Background: an optimization exercise with open tools, aiming at small area, a short achievable clock period and few clock cycles per item. Do not read the settings as production practice. The RTL was checked by simulation tests, not by an equivalence proof against the original design. No activity file was given, so power comes from the tool's default toggle rates.

==> run a: inputs <==
==> flow/design.v <==
module wpk_codec (
    input  wire        clk,
    input  wire        rst,
    input  wire        s_valid,
    output wire        s_ready,
    input  wire [63:0] s_data,
    output wire        m_valid,
    input  wire        m_ready,
    output wire [63:0] m_data,
    output wire        m_last
);
    function [63:0] emask(input [1:0] code);
        case (code)
            2'd0: emask = {64{1'b1}};
            2'd1: emask = {32'd0, {32{1'b1}}};
            2'd2: emask = {48'd0, {16{1'b1}}};
            default: emask = {56'd0, {8{1'b1}}};
        endcase
    endfunction
    function [6:0] ewidth(input [1:0] code);
        case (code)
            2'd0: ewidth = 7'd64;
            2'd1: ewidth = 7'd32;
            2'd2: ewidth = 7'd16;
            default: ewidth = 7'd8;
        endcase
    endfunction
    function signbit(input [63:0] v, input [1:0] code);
        case (code)
            2'd0: signbit = v[63];
            2'd1: signbit = v[31];
            2'd2: signbit = v[15];
            default: signbit = v[7];
        endcase
    endfunction
    function [6:0] bitlen(input [63:0] v);
        integer i;
        begin
            bitlen = 7'd0;
            for (i = 0; i < 64; i = i + 1)
                if (v[i]) bitlen = i + 1;
        end
    endfunction
    function [63:0] rotl(input [63:0] v, input [5:0] r);
        reg [63:0] t;
        begin
            t = v;
            if (r[0]) t = {t[62:0], t[63]};
            if (r[1]) t = {t[61:0], t[63:62]};
            if (r[2]) t = {t[59:0], t[63:60]};
            if (r[3]) t = {t[55:0], t[63:56]};
            if (r[4]) t = {t[47:0], t[63:48]};
            if (r[5]) t = {t[31:0], t[63:32]};
            rotl = t;
        end
    endfunction
    function [63:0] lowmask(input [6:0] k);
        integer i;
        begin
            for (i = 0; i < 64; i = i + 1)
                lowmask[i] = (i < k);
        end
    endfunction
    reg  [63:0] f0, f1;
    reg  [1:0]  fcnt;
    reg         rdy;
    wire        pop;
    wire        push_in = s_valid & rdy;
    wire        head_v  = (fcnt != 2'd0);
    wire [63:0] head    = f0;
    wire [1:0]  fcnt_nx = fcnt + {1'b0, push_in} - {1'b0, pop};
    assign s_ready = rdy;
    always @(posedge clk) begin
        if (fcnt == 2'd0 || (pop && fcnt == 2'd1))
            f0 <= s_data;
        else if (pop)
            f0 <= f1;
        if (fcnt != 2'd2)
            f1 <= s_data;
        if (rst) begin
            fcnt <= 2'd0;
            rdy  <= 1'b0;
        end else begin
            fcnt <= fcnt_nx;
            rdy  <= (fcnt_nx != 2'd2);
        end
    end
    localparam [1:0] I_HDR = 2'd0, I_OFF = 2'd1, I_ENC = 2'd2, I_DEC = 2'd3;
    reg  [1:0]  is_st;
    reg         j_dec;
    reg  [1:0]  j_ew;
    reg         j_sx;
    reg  [7:0]  j_hw;
    reg  [6:0]  icnt;        
    wire [63:0] mask  = emask(j_ew);
    wire        j_bad = ({1'b0, j_hw} > {1'b0, ewidth(j_ew)});
    reg  [63:0] x1;
    reg         x1_v, x1_desc, x1_first, x1_last, x1_es;
    reg         x1_dec, x1_sx, x1_bad;   
    reg  [1:0]  x1_ew;
    reg  [7:0]  x1_hw;
    reg  [63:0] zw;
    reg         zw_v, zw_es, zw_ee;
    reg  [63:0] prev;        
    reg  [63:0] oracc;       
    reg         n_val;       
    wire        wr_real;
    wire        n_take;
    wire        hdr_take, off_take, enc_take;
    wire [63:0] mask2 = emask(x1_ew);
    wire [63:0] r2   = (prev - x1) & mask2;
    wire        sgn2 = signbit(r2, x1_ew);
    wire [63:0] zz2  = ((r2 << 1) & mask2) ^ (sgn2 ? mask2 : 64'd0);
    wire [63:0] ex2  = (x1_sx & sgn2) ? (r2 | ~mask2) : r2;
    wire        s2_fire = x1_v && (!zw_v || wr_real) &&
                          !(x1_first && n_val);
    wire        x1_free = !x1_v || s2_fire;
    always @(posedge clk) begin
        if (s2_fire) begin
            if (x1_desc) begin
                zw   <= {47'd0, x1_bad, x1_hw, 3'd0, x1_bad, 3'd0, x1_dec};
                prev <= x1;
            end else if (x1_dec) begin
                zw   <= ex2;
                prev <= r2;
            end else begin
                zw    <= zz2;
                prev  <= x1;
                oracc <= (x1_first ? 64'd0 : oracc) | zz2;
            end
            zw_es <= x1_es;
            zw_ee <= x1_last;
        end
        if (rst) begin
            zw_v  <= 1'b0;
            n_val <= 1'b0;
        end else begin
            if (s2_fire)
                zw_v <= 1'b1;
            else if (wr_real)
                zw_v <= 1'b0;
            if (s2_fire && x1_last)
                n_val <= 1'b1;
            else if (n_take)
                n_val <= 1'b0;
        end
    end
    reg  [63:0] ua, ub;      
    reg         uav, ubv;
    reg  [5:0]  uo;          
    reg  [5:0]  uq;          
    reg  [6:0]  un;          
    reg  [6:0]  uwl;         
    wire [6:0]  osum   = {1'b0, uo} + un;
    wire        u_shift = osum[6];               
    wire        u_needb = (osum > 7'd64);
    wire [63:0] selm   = lowmask(7'd64 - {1'b0, uo});
    wire [63:0] uy     = (ua & selm) | (ub & ~selm);
    wire [63:0] ufield = rotl(uy, uq) & lowmask(un);
    wire [63:0] ud     = ((ufield >> 1) ^ (ufield[0] ? mask : 64'd0)) & mask;
    wire        u_fire = (is_st == I_DEC) && x1_free &&
                         (un == 7'd0 || uav) && (!u_needb || ubv);
    wire        u_sh   = u_fire && u_shift;
    wire        av1    = u_sh ? ubv : uav;
    wire        bv1    = u_sh ? 1'b0 : ubv;
    wire        u_pop  = (is_st == I_DEC) && head_v && (uwl != 7'd0) && !(av1 && bv1);
    assign hdr_take = head_v && ((is_st == I_HDR) ||
                                 ((is_st == I_DEC) && u_fire && (icnt == 7'd63)));
    assign off_take = (is_st == I_OFF) && head_v && x1_free;
    assign enc_take = (is_st == I_ENC) && head_v && x1_free;
    assign pop = hdr_take | off_take | enc_take | u_pop;
    always @(posedge clk) begin
        if (hdr_take) begin
            j_dec <= head[0];
            j_ew  <= head[2:1];
            j_sx  <= head[3];
            j_hw  <= head[15:8];
        end
        if (off_take || enc_take || u_fire) begin
            x1_dec <= j_dec;
            x1_ew  <= j_ew;
            x1_sx  <= j_sx;
            x1_bad <= j_bad;
            x1_hw  <= j_hw;
        end
        if (off_take) begin
            x1       <= head & mask;
            x1_desc  <= 1'b1;
            x1_first <= 1'b0;
            x1_last  <= 1'b0;
            x1_es    <= !j_dec;
        end else if (enc_take) begin
            x1       <= head & mask;
            x1_desc  <= 1'b0;
            x1_first <= (icnt == 7'd0);
            x1_last  <= (icnt == 7'd63);
            x1_es    <= 1'b0;
        end else if (u_fire) begin
            x1       <= ud;
            x1_desc  <= 1'b0;
            x1_first <= 1'b0;
            x1_last  <= 1'b0;
            x1_es    <= 1'b0;
        end
        if (off_take) begin
            uo  <= 6'd0;
            uq  <= j_hw[5:0];
            un  <= j_hw[6:0];
            uwl <= j_hw[6:0];
        end else if (u_fire) begin
            uo <= uq;
            uq <= uq + un[5:0];
        end
        if (u_sh)
            ua <= ub;
        if (u_pop) begin
            if (!av1) ua <= head;
            else      ub <= head;
            uwl <= uwl - 7'd1;
        end
        if (rst) begin
            is_st <= I_HDR;
            icnt  <= 7'd0;
            x1_v  <= 1'b0;
            uav   <= 1'b0;
            ubv   <= 1'b0;
        end else begin
            if (off_take || enc_take || u_fire)
                x1_v <= 1'b1;
            else if (s2_fire)
                x1_v <= 1'b0;
            uav <= (u_pop && !av1) ? 1'b1 : av1;
            ubv <= (u_pop && av1) ? 1'b1 : bv1;
            case (is_st)
                I_HDR: if (hdr_take) is_st <= I_OFF;
                I_OFF: if (off_take) begin
                    icnt <= 7'd0;
                    if (!j_dec)     is_st <= I_ENC;
                    else if (j_bad) is_st <= I_HDR;
                    else            is_st <= I_DEC;
                end
                I_ENC: if (enc_take) begin
                    icnt <= icnt + 7'd1;
                    if (icnt == 7'd63) is_st <= I_HDR;
                end
                default: if (u_fire) begin
                    icnt <= icnt + 7'd1;
                    if (icnt == 7'd63) is_st <= hdr_take ? I_OFF : I_HDR;
                end
            endcase
        end
    end
    reg  [64*65-1:0] ring;      
    reg  [5:0]  ph;
    reg  [5:0]  ws, rs;
    reg  [6:0]  rcount;
    reg         enc_stream;     
    wire        rd_any;
    wire walign = (ph == ws + 6'd1);
    wire wspace = !rcount[6];
    assign wr_real = zw_v && walign && wspace;
    wire wr_skip = !zw_v && !enc_stream && walign && wspace;
    wire wr_any  = wr_real | wr_skip;
    wire [64:0] ring0  = ring[0 +: 65];
    wire [64:0] ring63 = ring[63*65 +: 65];
    always @(posedge clk) begin
        ring[0 +: 62*65] <= ring[65 +: 62*65];
        ring[63*65 +: 65] <= ring0;
        ring[62*65 +: 64] <= wr_real ? zw : ring63[63:0];
        ring[62*65 + 64]  <= wr_real | (!wr_skip & ring63[64]);
    end
    always @(posedge clk) begin
        if (rst) begin
            ph         <= 6'd0;
            ws         <= 6'd63;
            rs         <= 6'd63;
            rcount     <= 7'd0;
            enc_stream <= 1'b0;
        end else begin
            ph <= ph + 6'd1;
            if (wr_any) ws <= ws + 6'd1;
            if (rd_any) rs <= rs + 6'd1;
            rcount <= rcount + {6'd0, wr_any} - {6'd0, rd_any};
            if (wr_real && zw_es)
                enc_stream <= 1'b1;
            else if (wr_real && zw_ee)
                enc_stream <= 1'b0;
        end
    end
    localparam [1:0] O_IDLE = 2'd0, O_ENC = 2'd1, O_DEC = 2'd2;
    reg  [1:0]  os_st;
    reg  [63:0] zr;
    reg         zr_v;
    reg  [5:0]  ocnt;
    reg  [6:0]  o_n;
    reg  [63:0] acc;
    reg  [7:0]  s;           
    wire        ralign = (ph == rs);
    wire        ravail = (rcount != 7'd0);
    wire        tap_real = ring0[64];
    wire        push_ok = !ov || m_ready;   
    wire        s_hi  = s[7] | s[6];
    wire [63:0] prot  = rotl(zr, s[5:0]);
    wire [63:0] plm   = s_hi ? {64{1'b1}} : lowmask({1'b0, s[5:0]});
    wire [63:0] phi   = prot & plm;
    wire [63:0] plo   = prot & ~plm;
    wire        emit  = (s <= 8'd64);
    wire [63:0] pword = acc | phi;
    wire [6:0]  nb = bitlen(oracc);
    reg         zr_consume, push, pl;
    reg  [63:0] pd;
    always @(*) begin
        zr_consume = 1'b0;
        push = 1'b0;
        pd = pword;
        pl = (ocnt == 6'd63);
        if (zr_v) begin
            case (os_st)
                O_IDLE: begin
                    if (zr[0]) begin
                        push = 1'b1;
                        pd   = {52'd0, zr[16] ? 4'd4 : 4'd0, zr[15:8]};
                        pl   = zr[16];
                    end else if (n_val) begin
                        push = 1'b1;
                        pd   = {52'd0, 4'd0, 1'b0, nb};
                        pl   = (nb == 7'd0);
                    end
                    zr_consume = push && push_ok;
                end
                O_DEC: begin
                    push = 1'b1;
                    pd   = zr;
                    zr_consume = push_ok;
                end
                default: begin
                    push = emit;
                    zr_consume = !emit || push_ok;
                end
            endcase
        end
    end
    assign n_take = zr_v && (os_st == O_IDLE) && !zr[0] && n_val && push_ok;
    wire rd_skip = ralign && ravail && !tap_real;
    wire rd_real = ralign && ravail && tap_real && (!zr_v || zr_consume);
    assign rd_any = rd_skip | rd_real;
    always @(posedge clk) begin
        if (rd_real)
            zr <= ring0[63:0];
        if (zr_consume) begin
            case (os_st)
                O_IDLE: if (!zr[0]) begin
                    acc <= 64'd0;
                    s   <= 8'd128 - {1'b0, nb};
                    o_n <= nb;
                end
                O_ENC: begin
                    acc <= emit ? plo : pword;
                    s   <= s - {1'b0, o_n} + (emit ? 8'd64 : 8'd0);
                end
                default: ;
            endcase
        end
        if (rst) begin
            os_st <= O_IDLE;
            zr_v  <= 1'b0;
            ocnt  <= 6'd0;
        end else begin
            if (rd_real)
                zr_v <= 1'b1;
            else if (zr_consume)
                zr_v <= 1'b0;
            if (zr_consume) begin
                case (os_st)
                    O_IDLE: begin
                        ocnt <= 6'd0;
                        if (zr[0]) os_st <= zr[16] ? O_IDLE : O_DEC;
                        else       os_st <= O_ENC;
                    end
                    default: begin
                        ocnt <= ocnt + 6'd1;
                        if (ocnt == 6'd63) os_st <= O_IDLE;
                    end
                endcase
            end
        end
    end
    reg  [63:0] od;
    reg         ov, ol;
    wire        push_eff = push && push_ok;
    always @(posedge clk) begin
        if (push_eff) begin
            od <= pd;
            ol <= pl;
        end
        if (rst)
            ov <= 1'b0;
        else if (push_eff)
            ov <= 1'b1;
        else if (m_ready)
            ov <= 1'b0;
    end
    assign m_valid = ov;
    assign m_data  = od;
    assign m_last  = ol;
endmodule
==> flow/run.sh <==
#!/bin/bash
# synth_recipe.tcl (not shown) runs the flow's synth.tcl, then flattens the netlist and writes it again
# the make line also repeats each setting of config.mk as NAME=value (left out here)
make -C /OpenROAD-flow-scripts/flow DESIGN_CONFIG=/design/flow/config.mk WORK_HOME=/design/flow/orfs CLKGATE_MAP_FILE= SYNTH_SCRIPT=/design/flow/synth_recipe.tcl finish
==> flow/config.mk <==
export PLATFORM = sky130hd
export DESIGN_NAME = wpk_codec
export DESIGN_NICKNAME = wpk_codec
export VERILOG_FILES = /design/flow/design.v
export SDC_FILE = /design/flow/constraint.sdc
export NUM_CORES = 4
export LEC_CHECK = 0
export ABC_CLOCK_PERIOD_IN_PS = 3000
export CAP_MARGIN = 40
export CORE_MARGIN = 2
export CORE_UTILIZATION = 60
export CTS_CLUSTER_SIZE = 24
export SETUP_SLACK_MARGIN = 5
export SLEW_MARGIN = 20
export SYNTH_MEMORY_MAX_BITS = 8192
==> flow/constraint.sdc <==
create_clock -name core_clock -period 10.0 [get_ports {clk}]
set_input_delay 2.0000 -clock core_clock [delete_from_list [all_inputs] [get_ports {clk}]]
set_output_delay 2.0000 -clock core_clock [all_outputs]
set_load 0.01 [all_outputs]
==> run b: changes against run a <==
--- a/flow/design.v
+++ b/flow/design.v
@@ -97,7 +97,4 @@
     reg  [63:0] x1;
     reg         x1_v, x1_desc, x1_first, x1_last, x1_es;
-    reg         x1_dec, x1_sx, x1_bad;   
-    reg  [1:0]  x1_ew;
-    reg  [7:0]  x1_hw;
     reg  [63:0] zw;
     reg         zw_v, zw_es, zw_ee;
@@ -108,9 +105,8 @@
     wire        n_take;
     wire        hdr_take, off_take, enc_take;
-    wire [63:0] mask2 = emask(x1_ew);
-    wire [63:0] r2   = (prev - x1) & mask2;
-    wire        sgn2 = signbit(r2, x1_ew);
-    wire [63:0] zz2  = ((r2 << 1) & mask2) ^ (sgn2 ? mask2 : 64'd0);
-    wire [63:0] ex2  = (x1_sx & sgn2) ? (r2 | ~mask2) : r2;
+    wire [63:0] r2   = (prev - x1) & mask;
+    wire        sgn2 = signbit(r2, j_ew);
+    wire [63:0] zz2  = ((r2 << 1) & mask) ^ (sgn2 ? mask : 64'd0);
+    wire [63:0] ex2  = (j_sx & sgn2) ? (r2 | ~mask) : r2;
     wire        s2_fire = x1_v && (!zw_v || wr_real) &&
                           !(x1_first && n_val);
@@ -119,7 +115,6 @@
         if (s2_fire) begin
             if (x1_desc) begin
-                zw   <= {47'd0, x1_bad, x1_hw, 3'd0, x1_bad, 3'd0, x1_dec};
-                prev <= x1;
-            end else if (x1_dec) begin
+                zw <= x1;
+            end else if (j_dec) begin
                 zw   <= ex2;
                 prev <= r2;
@@ -132,4 +127,6 @@
             zw_ee <= x1_last;
         end
+        if (off_take)
+            prev <= head & mask;
         if (rst) begin
             zw_v  <= 1'b0;
@@ -165,7 +162,6 @@
     wire        bv1    = u_sh ? 1'b0 : ubv;
     wire        u_pop  = (is_st == I_DEC) && head_v && (uwl != 7'd0) && !(av1 && bv1);
-    assign hdr_take = head_v && ((is_st == I_HDR) ||
-                                 ((is_st == I_DEC) && u_fire && (icnt == 7'd63)));
-    assign off_take = (is_st == I_OFF) && head_v && x1_free;
+    assign hdr_take = (is_st == I_HDR) && head_v && x1_free;
+    assign off_take = (is_st == I_OFF) && head_v && !x1_v;
     assign enc_take = (is_st == I_ENC) && head_v && x1_free;
     assign pop = hdr_take | off_take | enc_take | u_pop;
@@ -177,13 +173,6 @@
             j_hw  <= head[15:8];
         end
-        if (off_take || enc_take || u_fire) begin
-            x1_dec <= j_dec;
-            x1_ew  <= j_ew;
-            x1_sx  <= j_sx;
-            x1_bad <= j_bad;
-            x1_hw  <= j_hw;
-        end
         if (off_take) begin
-            x1       <= head & mask;
+            x1       <= {47'd0, j_bad, j_hw, 3'd0, j_bad, 3'd0, j_dec};
             x1_desc  <= 1'b1;
             x1_first <= 1'b0;
@@ -246,5 +235,5 @@
                 default: if (u_fire) begin
                     icnt <= icnt + 7'd1;
-                    if (icnt == 7'd63) is_st <= hdr_take ? I_OFF : I_HDR;
+                    if (icnt == 7'd63) is_st <= I_HDR;
                 end
             endcase
@@ -296,8 +285,9 @@
     reg  [63:0] acc;
     reg  [7:0]  s;           
+    reg         sv;          
     wire        ralign = (ph == rs);
     wire        ravail = (rcount != 7'd0);
     wire        tap_real = ring0[64];
-    wire        push_ok = !ov || m_ready;   
+    wire        push_ok = !sv;
     wire        s_hi  = s[7] | s[6];
     wire [63:0] prot  = rotl(zr, s[5:0]);
@@ -386,18 +376,32 @@
         end
     end
-    reg  [63:0] od;
-    reg         ov, ol;
+    reg  [63:0] od, sd;
+    reg         ov, ol, sl;
+    wire        take = ov && m_ready;
     wire        push_eff = push && push_ok;
     always @(posedge clk) begin
-        if (push_eff) begin
-            od <= pd;
-            ol <= pl;
+        if (!ov || take) begin
+            if (sv) begin
+                od <= sd;
+                ol <= sl;
+            end else if (push_eff) begin
+                od <= pd;
+                ol <= pl;
+            end
+        end else if (push_eff) begin
+            sd <= pd;
+            sl <= pl;
         end
-        if (rst)
-            ov <= 1'b0;
-        else if (push_eff)
-            ov <= 1'b1;
-        else if (m_ready)
+        if (rst) begin
             ov <= 1'b0;
+            sv <= 1'b0;
+        end else begin
+            if (!ov || take) begin
+                ov <= sv || push_eff;
+                sv <= 1'b0;
+            end else if (push_eff) begin
+                sv <= 1'b1;
+            end
+        end
     end
     assign m_valid = ov;
- CORE_UTILIZATION: 60 -> 40
- CTS_CLUSTER_SIZE: 24 -> default
- SETUP_SLACK_MARGIN: 5 -> default
==> qor summary <==
metric                                                          run b                    run a
Starting DRC count in detailed routing                           6561                    10100
Delay of the slowest critical-path stage                      0.75 ns                  0.42 ns
Total sequential power                                       22900 µW                 22400 µW
Wire length of the first global-routing pass                537000 µm                600000 µm
Detailed placement HPWL                                     261000 µm                263000 µm
Required time of the worst setup path                        10.86 ns                 10.90 ns
Worst VDD drop                                                 200 µV                   281 µV
Std cell rows                                                     218                      177
Core outline area                                           0.353 mm²                0.232 mm²
Crit path buf inv count                                             3                        6
Period utilisation layout                                       67.1%                    50.4%
Flop pwr share                                                  45.9%                    47.2%
Worst reg2reg startpoint                                        uo[1]                     s[2]
Run status                                    complete, no violations  complete, no violations
Inverter count                                                    227                      259
Clock network power                                          17700 µW                 17200 µW
Testbench counts of run a, summed over its fixed seeds: cycles 25,892, jobs 384.
Testbench counts of run b, summed over its fixed seeds: cycles 26,092, jobs 384.

what the ideal ports hide:
No port has a modelled driver above. Below, the same layouts with a new extraction and two added sets of constraints.
Step 1, drivers: a clkbuf_16 drives clk and a buf_2 each remaining input, both assumed.
Step 2 also shifts input and output timing later by t, the mid clock arrival at the registers, as if the neighbouring blocks saw the same clock.
Slacks: ideal ports / drivers / drivers and shift; pairs: ideal ports / drivers.
run | t (ns) | slack for setup (ns) | slew at the worst register clock pin (ns) | worst slew at a driven data input, ns
run a | 1.079 | 4.960 / 4.960 / 4.087 | 0.08 / 0.08 | 0.13
run b | 1.071 | 3.286 / 3.286 / 3.286 | 0.07 / 0.07 | 0.08
After both steps every run listed still meets setup and hold. The setup slack of run a, which loses most, moves by 0.000 ns with the drivers and by -0.873 ns with both steps.
